Background: an optimization exercise with open tools, aiming at a short achievable clock period and few clock cycles. Do not read the settings as production practice. In this exercise RTL edits were held to simulation tests only and were not proved equivalent to the original.

==> run a: inputs <==
==> flow/design.v (excerpt) <==
module tiny16 (
    input  wire        clk,
    input  wire        rst,
    input  wire [15:0] start_pc,
    output reg         mem_valid,
    output reg  [14:0] mem_addr,
    output reg  [1:0]  mem_wstrb,
    output reg  [15:0] mem_wdata,
    input  wire        mem_ready,
    input  wire [15:0] mem_rdata,
    output wire        uart_valid,
    output wire [7:0]  uart_data,
    output reg         halted,
    output reg         fault,
    output reg  [15:0] fault_pc,
    output reg  [4:0]  fault_op
);
    localparam OP_NOP  = 5'h00, OP_HALT = 5'h01, OP_LDI  = 5'h02, OP_MOV  = 5'h03,
               OP_ADD  = 5'h04, OP_SUB  = 5'h05, OP_AND  = 5'h06, OP_OR   = 5'h07,
               OP_XOR  = 5'h08, OP_NOT  = 5'h09, OP_SHL  = 5'h0A, OP_SHR  = 5'h0B,
               OP_ADDI = 5'h0C, OP_CMPI = 5'h0D, OP_CMP  = 5'h0E, OP_LD   = 5'h0F,
               OP_ST   = 5'h10, OP_LDB  = 5'h11, OP_STB  = 5'h12, OP_LDS  = 5'h13,
               OP_STS  = 5'h14, OP_JMP  = 5'h15, OP_JZ   = 5'h16, OP_JNZ  = 5'h17,
               OP_JC   = 5'h18, OP_JN   = 5'h19, OP_CALL = 5'h1A, OP_RET  = 5'h1B,
               OP_IN   = 5'h1C, OP_OUT  = 5'h1D;
    localparam S_F = 3'd0, S_D = 3'd1, S_M = 3'd2, S_KA = 3'd3, S_H = 3'd4;
    reg [2:0]  state;
    reg [15:0] pc;        
    reg        pc_fast;   
    reg [15:0] ipc;       
    reg [15:0] ir;
    reg [15:0] k;
    reg [15:0] x [0:7];
    reg [15:0] fy;        
    reg        fc, fv;
    reg [7:0] d_rd, d_rs;
  ...
clock: 8.5 ns
lec_check: 0
abc_clock_period_in_ps: 2500
cap_margin: 20
core_margin: 2
core_utilization: 40
place_density: 0.6
setup_slack_margin: 5.0
slew_margin: 20
run.sh (not shown) runs the stock make flow with config.mk's settings and CLKGATE_MAP_FILE= SYNTH_SCRIPT=/design/flow/synth_recipe.tcl, a recipe that flattens the netlist after the stock synthesis.
==> run b: changes against run a <==
--- a/flow/design.v
+++ b/flow/design.v
@@ -102,11 +102,11 @@
     input  wire [2:0]  sh,       
     output wire [15:0] y,
     output wire        c,
     output wire        v
 );
-    wire [15:0] bb = o_sub ? ~b : b;
+    wire [15:0] bb = b;
     wire [15:0] sum;
     wire        co;
     tiny16_add16 u_add (.a(a), .b(bb), .cin(o_sub), .s(sum), .co(co));
     wire [31:0] shl = {16'h0000, a} << sh;
     wire [31:0] shr = {a, 16'h0000} >> sh;
@@ -273,10 +273,11 @@
     reg [2:0]  state_n;
     reg [15:0] pc_n;
     reg        pc_fast_n;
     reg [15:0] ipc_n, ir_n, k_n;
     reg [15:0] x_n [0:7];
+    reg [15:0] xo_n [0:7];    
     reg [15:0] fy_n;
     reg        fc_n, fv_n;
     reg        halted_n, fault_n;
     reg [15:0] fault_pc_n;
     reg [4:0]  fault_op_n;
@@ -293,28 +294,21 @@
     reg        m_toreg_n, m_tonone_n, m_topc_n, m_toir_n, m_tok_n;
     reg [7:0]  m_rd_n;
     wire [15:0] imm8 = {{8{ir[7]}}, ir[7:0]};
     wire [15:0] imm5 = {{11{ir[4]}}, ir[4:0]};
     wire [15:0] sp   = x[7];
-    reg  [15:0] xd, xs;
-    integer j;
-    always @(*) begin
-        xd = 16'h0000;
-        xs = 16'h0000;
-        for (j = 0; j < 8; j = j + 1) begin
-            xd = xd | ({16{d_rd[j]}} & x[j]);
-            xs = xs | ({16{d_rs[j]}} & x[j]);
-        end
-    end
+    reg  [15:0] opa, opb;
+    wire [15:0] xd = opa;
+    wire [15:0] xs = opb;    
     wire fz = (fy == 16'h0000);
     wire fn = fy[15];
     wire [15:0] alu_y;
     wire        alu_c, alu_v;
     tiny16_alu u_alu (
         .o_add(o_add), .o_sub(o_sub), .o_and(o_and), .o_or(o_or), .o_xor(o_xor),
         .o_not(o_not), .o_shl(o_shl), .o_shr(o_shr), .o_mov(o_mov),
-        .a(xd), .b(o_imm ? imm8 : xs), .sh(ir[2:0]), .y(alu_y), .c(alu_c), .v(alu_v)
+        .a(opa), .b(opb), .sh(ir[2:0]), .y(alu_y), .c(alu_c), .v(alu_v)
     );
     wire [15:0] pc_p2, sp_p2, sp_m2, da_p1, ea;
     wire        ea_co;
     tiny16_inc16 u_pcinc (.a(pc), .inc2(1'b1), .y(pc_p2));
     tiny16_inc16 u_spinc (.a(sp), .inc2(1'b1), .y(sp_p2));
@@ -335,11 +329,11 @@
         .bus_wdata(m_wdata), .rbyte(m_rbyte), .rdata(m_result)
     );
     tiny16_mmio u_mmio (
         .clk(clk), .rst(rst),
         .rd_addr(da[7:0]), .rd_data(mmio_rdata),
-        .wr_en((state == S_M) && m_we && da_mmio), .wr_addr(da[7:0]), .wr_data(m_wdata[7:0]),
+        .wr_en((state == S_M) && m_we && da_mmio && !stall), .wr_addr(da[7:0]), .wr_data(m_wdata[7:0]),
         .tick(tick),
         .uart_valid(uart_valid), .uart_data(uart_data)
     );
     wire m_ovl = da_mmio && (ph || !m_wide) && (m_toreg || m_tonone) && !m_pre && pc_fast;
     wire m_hit = m_pre && m_we && !da_mmio && (da[15:1] == ipc[15:1]);
@@ -348,16 +342,19 @@
     wire [15:0] pc_seq   = k_fast ? pc_p2 : pc;
     wire        kin_mmio = (kin[15:8] == 8'hFF);
     wire        taken    = d_jmp && !(d_jz && !fz) && !(d_jnz && fz) && !(d_jc && !fc) &&
                            !(d_jn && !fn);
     wire [15:0] ir_nx = m_toir ? m_result : mem_rdata;
+    wire stall = mem_valid && !mem_ready;
+    reg tick_raw;
+    always @(*) tick = tick_raw && !stall;
     always @(*) begin
-        tick = 1'b0;
+        tick_raw = 1'b0;
         case (state)
-            S_D:  tick = d_x1 || d_halt || (pc_fast && mem_ready && (d_ldi || d_jmp));
-            S_KA: tick = d_ldi || d_jmp;
-            S_M:  tick = m_last && (da_mmio || mem_ready) && (m_toreg || m_tonone || m_topc);
+            S_D:  tick_raw = d_x1 || d_halt || (pc_fast && (d_ldi || d_jmp));
+            S_KA: tick_raw = d_ldi || d_jmp;
+            S_M:  tick_raw = m_last && (m_toreg || m_tonone || m_topc);
             default: ;
         endcase
     end
     integer i;
     task set_pc(input [15:0] v);
@@ -419,11 +416,11 @@
             o_shr_n     = (o == OP_SHR);
             o_mov_n     = (o == OP_MOV);
             o_imm_n     = (o == OP_ADDI) || (o == OP_CMPI);
         end
     endtask
-    reg do_ka, do_mn;
+    reg do_ka, do_mn, sF_n, sD_n, bda_n, ovl_n;
     wire alu_go = (state == S_D) && d_x1 && !d_illegal && !d_halt;
     always @(*) begin
         state_n = state;
         pc_n = pc; pc_fast_n = pc_fast;
         ipc_n = ipc; ir_n = ir; k_n = k;
@@ -443,67 +440,70 @@
         ph_n = ph; m_wide_n = m_wide; m_we_n = m_we; m_pre_n = m_pre; m_inval_n = m_inval;
         m_toreg_n = m_toreg; m_tonone_n = m_tonone; m_topc_n = m_topc; m_toir_n = m_toir;
         m_tok_n = m_tok; m_rd_n = m_rd;
         do_ka = 1'b0;
         do_mn = 1'b0;
+        sF_n  = (state == S_F);
+        sD_n  = (state == S_D);
+        bda_n = (state == S_M);
+        ovl_n = 1'b0;
         case (state)
             S_F: begin
                 if (pc_fast) begin
-                    if (mem_ready) begin
+                    begin
                         load_ir(mem_rdata, pc);
                         set_pc(pc_p2);
-                        state_n = S_D;
+                        state_n = S_D; sF_n = 1'b0; sD_n = 1'b1; bda_n = 1'b0;
                     end
                 end else begin
                     set_da(pc);
                     ph_n     = 1'b0;
                     m_wide_n = 1'b1;
                     m_we_n   = 1'b0;
                     m_pre_n  = 1'b0;
                     set_dest(5'b00010);
-                    state_n  = S_M;
+                    state_n = S_M; sF_n = 1'b0; sD_n = 1'b0; bda_n = 1'b1;
                 end
             end
             S_D: begin
                 if (d_illegal) begin
                     halted_n   = 1'b1;
                     fault_n    = 1'b1;
                     fault_pc_n = ipc;
                     fault_op_n = ir[15:11];
-                    state_n    = S_H;
+                    state_n = S_H; sF_n = 1'b0; sD_n = 1'b0; bda_n = 1'b0;
                 end else if (d_halt) begin
                     halted_n = 1'b1;
-                    state_n  = S_H;
+                    state_n = S_H; sF_n = 1'b0; sD_n = 1'b0; bda_n = 1'b0;
                 end else if (d_x1) begin
-                    if (pc_fast && mem_ready) begin
+                    if (pc_fast) begin
                         load_ir(mem_rdata, pc);
                         set_pc(pc_p2);
                     end else begin
-                        state_n = S_F;
+                        state_n = S_F; sF_n = 1'b1; sD_n = 1'b0; bda_n = 1'b0;
                     end
                 end else if (d_wide) begin
                     if (pc_fast) begin
-                        if (mem_ready)
-                            do_ka = 1'b1;
+                        do_ka = 1'b1;
                     end else begin
                         set_da(pc);
                         ph_n     = 1'b0;
                         m_wide_n = 1'b1;
                         m_we_n   = 1'b0;
                         m_pre_n  = 1'b0;
                         set_dest(5'b00001);
-                        state_n  = S_M;
+                        state_n = S_M; sF_n = 1'b0; sD_n = 1'b0; bda_n = 1'b1;
                     end
                 end else if (d_ret) begin
                     set_da(sp);
                     x_n[7]   = sp_p2;
                     ph_n     = 1'b0;
                     m_wide_n = 1'b1;
                     m_we_n   = 1'b0;
                     m_pre_n  = 1'b0;
                     set_dest(5'b00100);
-                    state_n  = S_M;
+                    state_n = S_M; sF_n = 1'b0; sD_n = 1'b0; bda_n = 1'b1;
                 end else begin  
                     set_da(ea);
                     wd_n      = xs;
                     ph_n      = 1'b0;
                     m_wide_n  = 1'b1;
@@ -511,45 +511,46 @@
                     set_dest(d_sts ? 5'b01000 : 5'b10000);
                     m_rd_n    = d_rd;
                     m_inval_n = 1'b0;
                     if (pc_fast) begin
                         m_pre_n = 1'b1;
-                        if (mem_ready) begin
+                        begin
                             load_ir(mem_rdata, pc);
                             set_pc(pc_p2);
-                            state_n = S_M;
+                            state_n = S_M; sF_n = 1'b0; sD_n = 1'b0; bda_n = 1'b1;
                         end
                     end else begin
                         m_pre_n = 1'b0;
-                        state_n = S_M;
+                        state_n = S_M; sF_n = 1'b0; sD_n = 1'b0; bda_n = 1'b1;
                     end
                 end
             end
             S_KA: do_ka = 1'b1;
             S_M: begin
-                if (da_mmio || mem_ready) begin
+                begin
                     if (!m_last) begin
                         ph_n = 1'b1;
                         lo_n = m_rbyte;
                         set_da(da_p1);
+                        ovl_n = da_mmio_n && (m_toreg || m_tonone) && !m_pre && pc_fast;
                         if (m_hit)
                             m_inval_n = 1'b1;
                     end else begin
                         ph_n = 1'b0;
                         if (m_toir) begin
                             load_ir(ir_nx, pc);
                             set_pc(pc_p2);
-                            state_n = S_D;
+                            state_n = S_D; sF_n = 1'b0; sD_n = 1'b1; bda_n = 1'b0;
                         end
                         if (m_tok) begin
                             k_n = m_result;
                             set_pc(pc_p2);
-                            state_n = S_KA;
+                            state_n = S_KA; sF_n = 1'b0; sD_n = 1'b0; bda_n = 1'b0;
                         end
                         if (m_topc) begin
                             set_pc(m_result);
-                            state_n = S_F;
+                            state_n = S_F; sF_n = 1'b1; sD_n = 1'b0; bda_n = 1'b0;
                         end
                         if (m_toreg) begin
                             for (i = 0; i < 8; i = i + 1)
                                 if (m_rd[i]) x_n[i] = m_result;
                             fy_n = m_result; fc_n = 1'b0; fv_n = 1'b0;
@@ -558,11 +559,11 @@
                         if (m_tonone)
                             do_mn = 1'b1;
                     end
                 end
             end
-            default: state_n = S_H;
+            default: begin state_n = S_H; sF_n = 1'b0; sD_n = 1'b0; bda_n = 1'b0; end
         endcase
         if (do_ka) begin
                 set_pc(pc_seq);
                 m_rd_n    = d_rd;
                 m_pre_n   = 1'b0;
@@ -571,20 +572,21 @@
                 set_da(kin);
                 wd_n      = xs;
                 m_wide_n  = !d_ldb && !d_stb && !((d_in || d_out) && kin_mmio);
                 m_we_n    = d_st || d_stb || d_out || d_call;
                 set_dest((d_st || d_stb || d_out || d_call) ? 5'b01000 : 5'b10000);
-                state_n   = S_M;
+                state_n = S_M; sF_n = 1'b0; sD_n = 1'b0; bda_n = 1'b1;
+                ovl_n = kin_mmio && (d_ldb || d_stb || d_in || d_out) && pc_fast_n;
                 if (d_ldi) begin
                     for (i = 0; i < 8; i = i + 1)
                         if (d_rd[i]) x_n[i] = kin;
                     fy_n = kin; fc_n = 1'b0; fv_n = 1'b0;
-                    state_n = S_F;
+                    state_n = S_F; sF_n = 1'b1; sD_n = 1'b0; bda_n = 1'b0;
                 end
                 if (d_jmp) begin
                     if (taken) set_pc(kin);
-                    state_n = S_F;
+                    state_n = S_F; sF_n = 1'b1; sD_n = 1'b0; bda_n = 1'b0;
                 end
                 if (d_call) begin
                     set_da(sp_m2);
                     x_n[7] = sp_m2;
                     wd_n   = pc_seq;
@@ -593,31 +595,51 @@
         end
         if (do_mn) begin
                 if (m_pre) begin
                     if (m_inval || m_hit) begin
                         set_pc(ipc);
-                        state_n = S_F;
+                        state_n = S_F; sF_n = 1'b1; sD_n = 1'b0; bda_n = 1'b0;
                     end else begin
-                        state_n = S_D;
+                        state_n = S_D; sF_n = 1'b0; sD_n = 1'b1; bda_n = 1'b0;
                     end
-                end else if (m_ovl && mem_ready) begin
+                end else if (m_ovl) begin
                     load_ir(mem_rdata, pc);
                     set_pc(pc_p2);
-                    state_n = S_D;
+                    state_n = S_D; sF_n = 1'b0; sD_n = 1'b1; bda_n = 1'b0;
                 end else begin
-                    state_n = S_F;
+                    state_n = S_F; sF_n = 1'b1; sD_n = 1'b0; bda_n = 1'b0;
                 end
         end
+        for (i = 0; i < 8; i = i + 1)
+            xo_n[i] = x_n[i];
         if (alu_go) begin
             if (d_alu) begin
                 fy_n = alu_y; fc_n = alu_c; fv_n = alu_v;
             end
             if (d_wb)
                 for (i = 0; i < 8; i = i + 1)
                     if (d_rd[i]) x_n[i] = alu_y;
         end
     end
+    wire        alu_wb = alu_go && d_wb;
+    wire        fwd_a  = alu_wb && ((d_rd & d_rd_n) != 8'd0);
+    wire        fwd_b  = alu_wb && ((d_rd & d_rs_n) != 8'd0);
+    wire [15:0] imm8_n = {{8{ir_n[7]}}, ir_n[7:0]};
+    reg  [15:0] ra_n, rb_n;
+    integer j;
+    always @(*) begin
+        ra_n = 16'h0000;
+        rb_n = 16'h0000;
+        for (j = 0; j < 8; j = j + 1) begin
+            ra_n = ra_n | ({16{d_rd_n[j]}} & xo_n[j]);
+            rb_n = rb_n | ({16{d_rs_n[j]}} & xo_n[j]);
+        end
+    end
+    wire [15:0] opa_n = fwd_a ? alu_y : ra_n;
+    wire [15:0] opb_s = fwd_b ? alu_y : rb_n;
+    wire [15:0] opb_i = o_imm_n ? imm8_n : opb_s;
+    wire [15:0] opb_n = o_sub_n ? ~opb_i : opb_i;
     wire        n_mmio, n_word, n_last;
     wire [1:0]  n_wstrb;
     wire [15:0] n_wdata;
     wire [7:0]  n_rbyte;
     wire [15:0] n_result;
@@ -625,34 +647,16 @@
         .addr(da_n), .wide(m_wide_n), .we(m_we_n), .phase(ph_n), .wdata(wd_n), .lo_byte(lo_n),
         .mem_rdata(16'h0000), .mmio_rdata(8'h00),
         .mmio(n_mmio), .word_mode(n_word), .last(n_last), .wstrb(n_wstrb),
         .bus_wdata(n_wdata), .rbyte(n_rbyte), .rdata(n_result)
     );
-    wire n_ovl = da_mmio_n && (ph_n || !m_wide_n) && (m_toreg_n || m_tonone_n) && !m_pre_n &&
-                 pc_fast_n;
-    reg        req_valid;
-    reg [14:0] req_addr;
-    reg [1:0]  req_wstrb;
-    always @(*) begin
-        req_valid = 1'b0;
-        req_addr  = pc_n[15:1];
-        req_wstrb = 2'b00;
-        case (state_n)
-            S_F: req_valid = pc_fast_n;
-            S_D: req_valid = pc_fast_n && !d_illegal_n && !d_halt_n && !d_ret_n;
-            S_M: begin
-                if (n_ovl) begin
-                    req_valid = 1'b1;
-                end else begin
-                    req_valid = !da_mmio_n;
-                    req_addr  = da_n[15:1];
-                    req_wstrb = n_wstrb;
-                end
-            end
-            default: ;
-        endcase
-    end
+    wire       req_da    = bda_n && !ovl_n;
+    wire       req_valid = bda_n ? (ovl_n || !da_mmio_n)
+                                 : (pc_fast_n && (sF_n || (sD_n && !d_illegal_n && !d_halt_n &&
+                                                            !d_ret_n)));
+    wire [14:0] req_addr  = req_da ? da_n[15:1] : pc_n[15:1];
+    wire [1:0]  req_wstrb = req_da ? n_wstrb : 2'b00;
     always @(posedge clk) begin
         if (rst) begin
             state     <= S_F;
             pc        <= start_pc;
             pc_fast   <= !start_pc[0] && (start_pc[15:8] != 8'hFF);
@@ -664,10 +668,12 @@
             ir        <= 16'h0000;
             k         <= 16'h0000;
             for (i = 0; i < 7; i = i + 1)
                 x[i] <= 16'h0000;
             x[7]      <= 16'h7FFC;
+            opa       <= 16'h0000;
+            opb       <= 16'h0000;
             fy        <= 16'h0001;
             fc        <= 1'b0;
             fv        <= 1'b0;
             halted    <= 1'b0;
             fault     <= 1'b0;
@@ -690,11 +696,11 @@
             m_we      <= 1'b0;
             m_pre     <= 1'b0;
             m_inval   <= 1'b0;
             m_toreg <= 1'b0; m_tonone <= 1'b1; m_topc <= 1'b0; m_toir <= 1'b0; m_tok <= 1'b0;
             m_rd      <= 8'd0;
-        end else begin
+        end else if (!stall) begin
             state     <= state_n;
             pc        <= pc_n;
             pc_fast   <= pc_fast_n;
             mem_valid <= req_valid;
             mem_addr  <= req_addr;
@@ -703,10 +709,12 @@
             ipc       <= ipc_n;
             ir        <= ir_n;
             k         <= k_n;
             for (i = 0; i < 8; i = i + 1)
                 x[i] <= x_n[i];
+            opa       <= opa_n;
+            opb       <= opb_n;
             fy        <= fy_n;
             fc        <= fc_n;
             fv        <= fv_n;
             halted    <= halted_n;
             fault     <= fault_n;
--- a/flow/config.mk
+++ b/flow/config.mk
@@ -6,9 +6,9 @@
 export NUM_CORES = 4
 export LEC_CHECK = 0
 export ABC_CLOCK_PERIOD_IN_PS = 2500
 export CAP_MARGIN = 20
 export CORE_MARGIN = 2
-export CORE_UTILIZATION = 40
-export PLACE_DENSITY = 0.6
+export CORE_UTILIZATION = 60
+export PLACE_DENSITY = 0.72
 export SETUP_SLACK_MARGIN = 5.0
 export SLEW_MARGIN = 20
==> flow_summary.toml <==
[run_status]
stop_stage = "5_1_grt"
error_line = "[ERROR GRT-0116] Global routing finished with congestion. Check the congestion regions in the DRC Viewer."
status = "stopped before the end"

[global_routing]
grt_util_met1_pct = 77.5
grt_max_degree = 86
gr-usage-met2_pct = 90.7
grt_pass1_wl_um = 343000

[clocking]
cts_made_buffers = 51
clkSinkCount = 448

[logic_synthesis]
syn_area_per_cell_um2 = 7.04
synth_compound_area_share_pct = 35.0
ys_ff_latch = 448
ys_top_cells_by_area = "dfxtp_1, nor2_1, nand2_1"
yosys.area_share.simple_pct = 23.1
synth_edf_count = 33

[placement]
preCtsSetupSlack_ns = 2.10
The numbers above come from run b.

==> flow_summary.toml <==
[global_routing]
grt_util_met1_pct = 53.5
gr-usage-met2_pct = 57.7
grt_pass1_wl_um = 257000

[clocking]
clkSinkCount = 416

[logic_synthesis]
syn_area_per_cell_um2 = 7.18
synth_compound_area_share_pct = 34.3
synth_edf_count = 1

[run_status]
status = "no timing/DRC/antenna violations"
The numbers above come from run a.

Testbench counts of run a, summed over its fixed seeds: cycles 43,113.
Testbench counts of run b, summed over its fixed seeds: cycles 43,113.

-- static timing again, ports no longer ideal --
No port has a modelled driver above. Below, the same layout with a new extraction and two added sets of constraints. Step 1 sets driving cells, clkbuf_16 on the clock port and buf_2 on the other inputs (assumed; they add their load-dependent delay and slew). Step 2 times the ports against the registers' clock, not the clock port: input delays grow and output delays shrink by t, the midpoint of the rising clock arrivals with the driver on. a / b / c = ideal / step 1 / step 2; a / b = the first two.
run: run a
t, ns: 0.705
setup slack, ns: 4.334 / 4.334 / 3.888
hold WS [ns]: 0.448 / 0.448 / 0.448
slew at the worst register clock pin (ns): 0.07 / 0.07
cell pins on the clock port's net: 1
After both steps setup and hold are still met in run a. The setup slack of run a moves by 0.000 ns with the drivers and by -0.446 ns with both steps.
